Background: an optimization exercise with open tools, aiming at small area and a short achievable clock period. Do not read the settings as production practice.
Power and IR drop assume default switching activity.

== raven ==
// frame_rx
module frame_rx #(
    parameter MAX_FRAME_LEN = 256
) (
    input  wire        clk,
    input  wire        rst,
    input  wire        start,
    input  wire [1:0]  cfg_fmt,       
    input  wire        cfg_srv,       
    input  wire [15:0] cfg_tmo,       
    input  wire [15:0] cfg_fixlen,    
    input  wire        rx_valid,
    input  wire [7:0]  rx_data,
    output wire        rx_ready,
    input  wire        tick,
    input  wire        fault,
    output wire        awaiting_body,
    output wire        res_valid,
    output wire [3:0]  res_code,
    output wire [3:0]  res_cause,
    output wire [7:0]  res_rxst,
    output wire [15:0] rx_count,
    output wire [15:0] rx_lenfield,
    output wire [15:0] target,
    output wire [15:0] idle_count,
    output wire [15:0] field_rcv,
    output wire [15:0] field_calc,
    output wire [1:0]  dcode,
    output wire [7:0]  handler,
    output wire [7:0]  resp_op,
    output wire [7:0]  req_op,
    output wire        disp_ok,
    output wire [7:0]  disp_handler
);
    localparam CODE_OK        = 4'h0;
    localparam CODE_DEVSTAT   = 4'h1;
    localparam CODE_TIMEOUT   = 4'h2;
  ...
export LEC_CHECK = 0
export CAP_MARGIN = 20
export CORE_MARGIN = 2
export CORE_UTILIZATION = 40
export CTS_BUF_LIST = sky130_fd_sc_hd__clkbuf_8
export SETUP_SLACK_MARGIN = 3.0
export SLEW_MARGIN = 20
create_clock -name core_clock -period 6.0 [get_ports {clk}]
standard.sh (not shown) runs the stock make flow with config.mk's settings and CLKGATE_MAP_FILE= SYNTH_SCRIPT=/design/flow/synth_recipe.tcl, a recipe that flattens the netlist after the stock synthesis.
==> flow/flow/run.sh <==
#!/bin/bash
# Standard layout, with the port buffers made of plain buf cells instead of
# the delay buffers buffer_ports picks by default. Every port still gets one.
set -euo pipefail
export BUFFER_PORTS_ARGS="-buffer_cell sky130_fd_sc_hd__buf_1"
bash standard.sh > flow_make.log 2>&1
Modified inputs, indigo compared to raven
--- a/flow/design.v
+++ b/flow/design.v
@@ -226,24 +226,29 @@
                 rsp <= b_rsp;
             end
             if (pos[2]) lf[7:0]  <= b;
             if (pos[3]) frcv[15:8] <= b;
             if (pos[4]) frcv[7:0]  <= b;
             if (pos[5]) b5 <= b;
             if (lastb && fzb) frcv <= {8'h00, b};
         end
     end
-    wire [7:0] zb_sum = (pos[3] ? 8'h00 : acc[7:0]) + b;
     always @(posedge clk) begin
-        if (active && !fault && rx_valid && (!fzb || ge3))
-            acc <= !fzb  ? crc_next :
-                   lastb ? {8'h00, ~acc[7:0]} :
-                           {8'h00, zb_sum};
+        if (active && !fault && rx_valid) begin
+            if (!fzb)
+                acc <= crc_next;
+            else if (lastb)
+                acc <= {8'h00, ~acc[7:0]};
+            else if (pos[3])
+                acc <= {8'h00, b};
+            else if (ge3)
+                acc[7:0] <= acc[7:0] + b;
+        end
     end
     always @(posedge clk) begin
         if (rst) begin
             active <= 1'b0;
             done   <= 1'b0;
             ge3    <= 1'b0;
             rc     <= CODE_NONE;
             rcz    <= 2'd0;
             rxst   <= 8'd0;
==> comparison <==
In the metrics for indigo and raven, the one carrying the lower internal power consumption is raven.
Post-synthesis instance area ended up about 0.43% lower on indigo than on raven.
Compared with raven, indigo has less setup slack.
There was hardly any difference in count of state elements after synthesis between indigo and raven.
The count of placed standard cells in the final layout, fillers left out of indigo exceeds that of raven by 9.
As far as sequential cell count goes, indigo and raven are indistinguishable; the numbers are identical.
On via count, raven beats indigo.
No run of this note included a check of the RTL's function; only the layout flow was run.

========
Setup of main:
The RTL this note starts from:
==> flow/design.v <==
module crc16_tab (
    input  wire [7:0]  x,
    output reg  [15:0] t
);
    integer k;
    always @(*) begin
        t = {x, 8'h00};
        for (k = 0; k < 8; k = k + 1)
            t = t[15] ? ((t << 1) ^ 16'h1021) : (t << 1);
    end
endmodule
module crc16_last (
    input  wire [15:0] c,
    input  wire [15:0] r,
    output wire [7:0]  d_want,
    output wire        c_ok
);
    wire [7:0] y = r[7:0];
    wire [7:0] v = {y[7] ^ y[2], y[6] ^ y[1], y[5] ^ y[0], y[4],
                    y[7] ^ y[3] ^ y[2], y[6] ^ y[2] ^ y[1], y[5] ^ y[1] ^ y[0],
                    y[4] ^ y[0]};
    wire [7:0] k = {y[3], y[2], y[1], y[7] ^ y[2] ^ y[0], y[6] ^ y[1],
                    y[5] ^ y[0], y[4], y[3]};
    assign d_want = c[15:8] ^ v;
    assign c_ok   = (c[7:0] == (r[15:8] ^ k));
endmodule
module dispatch_rom (
    input  wire [7:0] opcode,
    output reg  [3:0] handler,
    output reg  [7:0] resp_op
);
    always @(*) begin
        case (opcode)
            8'h65:   begin handler = 4'd1; resp_op = 8'h66; end
            8'h10:   begin handler = 4'd2; resp_op = 8'h11; end
            8'h22:   begin handler = 4'd3; resp_op = 8'h23; end
            8'h31:   begin handler = 4'd4; resp_op = 8'h32; end
            8'h40:   begin handler = 4'd5; resp_op = 8'h41; end
            8'h50:   begin handler = 4'd6; resp_op = 8'h51; end
            8'h7A:   begin handler = 4'd7; resp_op = 8'h7B; end
            8'h81:   begin handler = 4'd8; resp_op = 8'h82; end
            default: begin handler = 4'd0; resp_op = 8'h00; end
        endcase
    end
endmodule
module dispatch_len (
    input  wire [3:0] handler,
    input  wire [8:0] n,
    output reg        in_range
);
    always @(*) begin
        case (handler)
            4'd1:    in_range = (n == 9'd7);                      
            4'd2:    in_range = (n == 9'd6);                      
            4'd3:    in_range = (n <= 9'd10);                     
            4'd4:    in_range = (n == 9'd8);                      
            4'd5:    in_range = 1'b1;                             
            4'd6:    in_range = (n >= 9'd10) & (n <= 9'd70);      
            4'd7:    in_range = (n >= 9'd14) & (n <= 9'd22);      
            default: in_range = 1'b0;                             
        endcase
    end
endmodule
module frame_rx #(
    parameter MAX_FRAME_LEN = 256
) (
    input  wire        clk,
    input  wire        rst,
    input  wire        start,
    input  wire [1:0]  cfg_fmt,       
    input  wire        cfg_srv,       
    input  wire [15:0] cfg_tmo,       
    input  wire [15:0] cfg_fixlen,    
    input  wire        rx_valid,
    input  wire [7:0]  rx_data,
    output wire        rx_ready,
    input  wire        tick,
    input  wire        fault,
    output wire        awaiting_body,
    output wire        res_valid,
    output wire [3:0]  res_code,
    output wire [3:0]  res_cause,
    output wire [7:0]  res_rxst,
    output wire [15:0] rx_count,
    output wire [15:0] rx_lenfield,
    output wire [15:0] target,
    output wire [15:0] idle_count,
    output wire [15:0] field_rcv,
    output wire [15:0] field_calc,
    output wire [1:0]  dcode,
    output wire [7:0]  handler,
    output wire [7:0]  resp_op,
    output wire [7:0]  req_op,
    output wire        disp_ok,
    output wire [7:0]  disp_handler
);
    localparam CODE_OK        = 4'h0;
    localparam CODE_DEVSTAT   = 4'h1;
    localparam CODE_TIMEOUT   = 4'h2;
    localparam CODE_INTEGRITY = 4'h3;
    localparam CODE_LENREJ    = 4'h4;
    localparam CODE_TFAULT    = 4'h5;
    localparam CODE_CMDERR    = 4'h6;
    localparam CODE_NONE      = 4'hF;
    localparam CAUSE_BAD_OP     = 2'd1;
    localparam CAUSE_BAD_LENGTH = 2'd3;
    localparam DC_NONE    = 2'd0;
    localparam DC_OK      = 2'd1;
    localparam DC_UNKNOWN = 2'd2;
    localparam DC_BADLEN  = 2'd3;
    reg        active;       
    reg        fzb;          
    reg        ffix;         
    reg        dsp;          
    reg [15:0] tmo;          
    reg        tmo_hit;      
    reg        lastb;        
    reg [5:0]  pos;          
    reg [15:0] acc;          
    reg [15:0] frcv;         
    reg [15:0] lf;           
    reg [7:0]  b0;
    reg [3:0]  hnd;          
    reg [7:0]  rsp;          
    reg [7:0]  b5;
    reg        b1z;          
    reg        b1o;          
    reg        done;         
    reg        ge3;          
    reg        rv;
    reg [3:0]  rc;
    reg [1:0]  rcz;
    reg [7:0]  rxst;
    reg [8:0]  cnt;
    reg [8:0]  tgt;
    reg [15:0] idle;
    reg [1:0]  dc;
    reg        dnz;          
    reg        dok;          
    assign rx_ready      = active;
    assign awaiting_body = active & ge3;
    assign res_valid     = rv;
    assign res_code      = rc;
    assign res_cause     = {2'b00, rcz};
    assign res_rxst      = rxst;
    assign rx_count      = {7'd0, cnt};
    assign rx_lenfield   = lf & {16{ge3}};
    assign target        = {7'd0, tgt};
    assign idle_count    = idle;
    assign field_rcv     = frcv & {16{done}};
    assign field_calc    = acc & {16{done}};
    assign dcode         = dc;
    assign handler       = {4'd0, hnd & {4{dc[0]}}};
    assign resp_op       = rsp & {8{dc[0]}};
    assign req_op        = b0 & {8{dnz}};
    assign disp_ok       = dok;
    assign disp_handler  = {4'd0, hnd & {4{dok}}};
    wire [7:0] b = rx_data;
    wire [15:0] crc_cur = pos[0] ? 16'hFFFF : acc;
    wire [15:0] t_idx;
    crc16_tab u_t (.x(crc_cur[15:8] ^ (b & {8{~(pos[3] | pos[4])}})), .t(t_idx));
    wire [15:0] crc_next = {crc_cur[7:0], 8'h00} ^ t_idx;
    wire [7:0] crc_want;
    wire       crc_ok;
    crc16_last u_last (.c(acc), .r(frcv), .d_want(crc_want), .c_ok(crc_ok));
    wire [7:0] want  = fzb ? ~acc[7:0] : crc_want;
    wire       valid = (b == want) & (fzb | crc_ok);
    wire [7:0] status = pos[5] ? b : b5;
    wire       st_ok  = fzb | (status == 8'h00);
    wire [7:0] b1        = lf[15:8];
    wire       b1_zero   = b1z;
    wire       b1_one    = b1o;
    wire       std_ok    = (b1_zero & (b >= 8'd6)) | (b1_one & ~(|b));
    wire       zb_ok     = b1_zero & (|b) & (b <= 8'd252);
    wire       len_bad   = fzb ? ~zb_ok : ~std_ok;
    wire [8:0] std_tgt   = {b1[0], b} & {9{std_ok}};
    wire [8:0] zb_tgt    = ({1'b0, b} + 9'd4) & {9{zb_ok}};
    wire [8:0] len_tgt   = fzb ? zb_tgt : std_tgt;
    wire [3:0] b_hnd;
    wire [7:0] b_rsp;
    dispatch_rom u_rom (.opcode(b0), .handler(b_hnd), .resp_op(b_rsp));
    wire       in_range;
    dispatch_len u_len (.handler(hnd), .n(tgt), .in_range(in_range));
    wire [15:0] idle1  = idle + 16'd1;
    wire [15:0] inc2_flip;
    assign inc2_flip[0] = 1'b0;
    assign inc2_flip[1] = 1'b1;
    genvar gi;
    generate
        for (gi = 2; gi < 16; gi = gi + 1) begin : g_flip
            assign inc2_flip[gi] = &idle[gi-1:1];
        end
    endgenerate
    wire        idle2_hit = ((idle ^ tmo) == inc2_flip);
    wire [15:0] tmo_in = {cfg_tmo[15:1], cfg_tmo[0] | ~(|cfg_tmo[15:1])};
    wire fixlen_bad = (cfg_fixlen < 16'd6) || (cfg_fixlen > MAX_FRAME_LEN);
    wire cmd_op     = (cfg_fmt == 2'd3);
    wire cmd_len    = (cfg_fmt == 2'd2) & fixlen_bad;
    always @(posedge clk) begin
        if (!active) begin
            if (start) begin
                fzb     <= (cfg_fmt == 2'd1);
                ffix    <= (cfg_fmt == 2'd2);
                dsp     <= cfg_srv & (cfg_fmt != 2'd1);
                tmo     <= tmo_in;
                tmo_hit <= ~(|cfg_tmo[15:1]);
                lastb   <= 1'b0;
                pos     <= 6'b000001;
            end
        end else if (!fault) begin
            if (rx_valid) begin
                pos     <= {pos[4:0], 1'b0};
                tmo_hit <= (tmo == 16'd1);
                lastb   <= (cnt + 9'd2 == tgt) & ~pos[2];
            end else if (tick) begin
                tmo_hit <= idle2_hit;
            end
        end
    end
    always @(posedge clk) begin
        if (active && !fault && rx_valid) begin
            if (pos[0]) b0 <= b;
            if (pos[1]) begin
                lf[15:8] <= b;
                b1z <= (b == 8'd0);
                b1o <= (b == 8'd1);
                hnd <= b_hnd;
                rsp <= b_rsp;
            end
            if (pos[2]) lf[7:0]  <= b;
            if (pos[3]) frcv[15:8] <= b;
            if (pos[4]) frcv[7:0]  <= b;
            if (pos[5]) b5 <= b;
            if (lastb && fzb) frcv <= {8'h00, b};
        end
    end
    always @(posedge clk) begin
        if (active && !fault && rx_valid) begin
            if (!fzb)
                acc <= crc_next;
            else if (lastb)
                acc <= {8'h00, ~acc[7:0]};
            else if (pos[3])
                acc <= {8'h00, b};
            else if (ge3)
                acc[7:0] <= acc[7:0] + b;
        end
    end
    always @(posedge clk) begin
        if (rst) begin
            active <= 1'b0;
            done   <= 1'b0;
            ge3    <= 1'b0;
            rv     <= 1'b0;
            rc     <= CODE_NONE;
            rcz    <= 2'd0;
            rxst   <= 8'd0;
            cnt    <= 9'd0;
            tgt    <= 9'd0;
            idle   <= 16'd0;
            dc     <= DC_NONE;
            dnz    <= 1'b0;
            dok    <= 1'b0;
        end else if (!active) begin
            if (start) begin
                if (cmd_op) begin
                    rv   <= 1'b1;
                    rc   <= CODE_CMDERR;
                    rcz  <= CAUSE_BAD_OP;
                    rxst <= 8'd0;
                end else if (cmd_len) begin
                    rv   <= 1'b1;
                    rc   <= CODE_CMDERR;
                    rcz  <= CAUSE_BAD_LENGTH;
                    rxst <= 8'd0;
                end else begin
                    active <= 1'b1;
                    rv     <= 1'b0;
                    done   <= 1'b0;
                    ge3    <= 1'b0;
                    cnt    <= 9'd0;
                    tgt    <= (cfg_fmt == 2'd2) ? cfg_fixlen[8:0] : 9'd0;
                    idle   <= 16'd0;
                    dc     <= DC_NONE;
                    dnz    <= 1'b0;
                    dok    <= 1'b0;
                end
            end
        end else if (fault) begin
            active <= 1'b0;
            rv     <= 1'b1;
            rc     <= CODE_TFAULT;
            rcz    <= 2'd0;
            rxst   <= 8'd0;
        end else if (rx_valid) begin
            cnt  <= cnt + 9'd1;
            idle <= 16'd0;
            if (pos[2]) begin
                ge3 <= 1'b1;
                if (!ffix) begin
                    tgt <= len_tgt;
                    if (len_bad) begin
                        active <= 1'b0;
                        rv     <= 1'b1;
                        rc     <= CODE_LENREJ;
                        rcz    <= 2'd0;
                        rxst   <= 8'd0;
                    end
                end
            end
            if (lastb) begin
                active <= 1'b0;
                done   <= 1'b1;
                rv     <= 1'b1;
                rcz    <= 2'd0;
                rxst <= status & {8{valid & ~fzb}};
                if (!valid)
                    rc <= CODE_INTEGRITY;
                else if (st_ok)
                    rc <= CODE_OK;
                else
                    rc <= CODE_DEVSTAT;
                if (valid && dsp) begin
                    dnz <= 1'b1;
                    dok <= (hnd != 4'd0) & in_range;
                    dc  <= (hnd == 4'd0) ? DC_UNKNOWN : in_range ? DC_OK : DC_BADLEN;
                end
            end
        end else if (tick) begin
            if (tmo_hit) begin
                active <= 1'b0;
                rv     <= 1'b1;
                rc     <= CODE_TIMEOUT;
                rcz    <= 2'd0;
                rxst   <= 8'd0;
            end else begin
                idle <= idle1;
            end
        end
    end
endmodule
==> flow/config.mk <==
export PLATFORM = sky130hd
export DESIGN_NAME = frame_rx
export DESIGN_NICKNAME = frame_rx
export VERILOG_FILES = /design/flow/design.v
export SDC_FILE = /design/flow/constraint.sdc
export NUM_CORES = 4
export LEC_CHECK = 0
export CAP_MARGIN = 20
export CORE_MARGIN = 2
export CORE_UTILIZATION = 40
export CTS_BUF_LIST = sky130_fd_sc_hd__clkbuf_8
export SETUP_SLACK_MARGIN = 3.45
export SLEW_MARGIN = 20
export TNS_END_PERCENT = 2
==> flow/constraint.sdc <==
create_clock -name core_clock -period 6.0 [get_ports {clk}]
set_input_delay 1.2000 -clock core_clock [delete_from_list [all_inputs] [get_ports {clk}]]
set_output_delay 1.2000 -clock core_clock [all_outputs]
set_load 0.01 [all_outputs]
Scripts as last shown in full above: flow/flow/run.sh
diff inputs: main => the feature branch
diff --git a/flow/design.v b/flow/design.v
--- a/flow/design.v
+++ b/flow/design.v
@@ -126,21 +126,18 @@
     reg        b1z;          
     reg        b1o;          
     reg        done;         
     reg        ge3;          
-    reg        rv;
     reg [3:0]  rc;
     reg [1:0]  rcz;
     reg [7:0]  rxst;
     reg [8:0]  cnt;
     reg [8:0]  tgt;
     reg [15:0] idle;
     reg [1:0]  dc;
-    reg        dnz;          
-    reg        dok;          
     assign rx_ready      = active;
     assign awaiting_body = active & ge3;
-    assign res_valid     = rv;
+    assign res_valid     = ~active & ~rc[3];    
     assign res_code      = rc;
     assign res_cause     = {2'b00, rcz};
     assign res_rxst      = rxst;
     assign rx_count      = {7'd0, cnt};
@@ -151,9 +148,10 @@
     assign field_calc    = acc & {16{done}};
     assign dcode         = dc;
     assign handler       = {4'd0, hnd & {4{dc[0]}}};
     assign resp_op       = rsp & {8{dc[0]}};
-    assign req_op        = b0 & {8{dnz}};
+    assign req_op        = b0 & {8{dc[0] | dc[1]}};
+    wire   dok           = dc[0] & ~dc[1];
     assign disp_ok       = dok;
     assign disp_handler  = {4'd0, hnd & {4{dok}}};
     wire [7:0] b = rx_data;
     wire [15:0] crc_cur = pos[0] ? 16'hFFFF : acc;
@@ -233,63 +231,49 @@
             if (pos[5]) b5 <= b;
             if (lastb && fzb) frcv <= {8'h00, b};
         end
     end
+    wire [7:0] zb_sum = (pos[3] ? 8'h00 : acc[7:0]) + b;
     always @(posedge clk) begin
-        if (active && !fault && rx_valid) begin
-            if (!fzb)
-                acc <= crc_next;
-            else if (lastb)
-                acc <= {8'h00, ~acc[7:0]};
-            else if (pos[3])
-                acc <= {8'h00, b};
-            else if (ge3)
-                acc[7:0] <= acc[7:0] + b;
-        end
+        if (active && !fault && rx_valid && (!fzb || ge3))
+            acc <= !fzb  ? crc_next :
+                   lastb ? {8'h00, ~acc[7:0]} :
+                           {8'h00, zb_sum};
     end
     always @(posedge clk) begin
         if (rst) begin
             active <= 1'b0;
             done   <= 1'b0;
             ge3    <= 1'b0;
-            rv     <= 1'b0;
             rc     <= CODE_NONE;
             rcz    <= 2'd0;
             rxst   <= 8'd0;
             cnt    <= 9'd0;
             tgt    <= 9'd0;
             idle   <= 16'd0;
             dc     <= DC_NONE;
-            dnz    <= 1'b0;
-            dok    <= 1'b0;
         end else if (!active) begin
             if (start) begin
                 if (cmd_op) begin
-                    rv   <= 1'b1;
                     rc   <= CODE_CMDERR;
                     rcz  <= CAUSE_BAD_OP;
                     rxst <= 8'd0;
                 end else if (cmd_len) begin
-                    rv   <= 1'b1;
                     rc   <= CODE_CMDERR;
                     rcz  <= CAUSE_BAD_LENGTH;
                     rxst <= 8'd0;
                 end else begin
                     active <= 1'b1;
-                    rv     <= 1'b0;
                     done   <= 1'b0;
                     ge3    <= 1'b0;
                     cnt    <= 9'd0;
                     tgt    <= (cfg_fmt == 2'd2) ? cfg_fixlen[8:0] : 9'd0;
                     idle   <= 16'd0;
                     dc     <= DC_NONE;
-                    dnz    <= 1'b0;
-                    dok    <= 1'b0;
                 end
             end
         end else if (fault) begin
             active <= 1'b0;
-            rv     <= 1'b1;
             rc     <= CODE_TFAULT;
             rcz    <= 2'd0;
             rxst   <= 8'd0;
         end else if (rx_valid) begin
@@ -300,9 +284,8 @@
                 if (!ffix) begin
                     tgt <= len_tgt;
                     if (len_bad) begin
                         active <= 1'b0;
-                        rv     <= 1'b1;
                         rc     <= CODE_LENREJ;
                         rcz    <= 2'd0;
                         rxst   <= 8'd0;
                     end
@@ -310,9 +293,8 @@
             end
             if (lastb) begin
                 active <= 1'b0;
                 done   <= 1'b1;
-                rv     <= 1'b1;
                 rcz    <= 2'd0;
                 rxst <= status & {8{valid & ~fzb}};
                 if (!valid)
                     rc <= CODE_INTEGRITY;
@@ -320,17 +302,14 @@
                     rc <= CODE_OK;
                 else
                     rc <= CODE_DEVSTAT;
                 if (valid && dsp) begin
-                    dnz <= 1'b1;
-                    dok <= (hnd != 4'd0) & in_range;
                     dc  <= (hnd == 4'd0) ? DC_UNKNOWN : in_range ? DC_OK : DC_BADLEN;
                 end
             end
         end else if (tick) begin
             if (tmo_hit) begin
                 active <= 1'b0;
-                rv     <= 1'b1;
                 rc     <= CODE_TIMEOUT;
                 rcz    <= 2'd0;
                 rxst   <= 8'd0;
             end else begin
Findings:
- As far as total iterations of the first detailed-routing run goes, main and the feature branch are indistinguishable; the numbers are identical.
- Diff main -> the feature branch: final cell count shrank by about 1.3%, summed instance area of the synthesized netlist grew by 0.85%, setup slack grew by 0.11 ns, maximum resistive drop on vdd grew by 0.0042 mV.
- The feature branch vs main: design area down
No run of this note included a check of the RTL's function; only the layout flow was run.

-- separate check: timing with driven ports --
No port has a modelled driver above. Below, the same layouts with a new extraction and two added sets of constraints. Step 1 sets driving cells, clkbuf_16 on the clock port and buf_2 on the other inputs (assumed; they add their load-dependent delay and slew). Step 2 adds t to the input delays and takes it off the output delays; t is the mean of the earliest and latest rising clock arrival at the registers after step 1. Input paths then give back, and output paths get back, about the clock's delay inside the block. Slacks: ideal ports / drivers / drivers and shift; pairs: ideal ports / drivers.
| run | t, ns | slack for setup (ns) | worst register clock-pin slew, ns |
|---|---|---|---|
| raven | 0.494 | 3.013 / 3.036 / 2.541 | 0.10 / 0.10 |
| indigo | 0.498 | 2.923 / 2.928 / 2.430 | 0.11 / 0.11 |
| main | 0.496 | 3.079 / 3.094 / 2.600 | 0.10 / 0.10 |
| the feature branch | 0.507 | 3.190 / 3.165 / 2.689 | 0.10 / 0.10 |
After both steps every run listed still meets setup and hold. For the feature branch, which loses most, drivers alone change the setup slack by -0.025 ns; drivers and shift together by -0.501 ns.
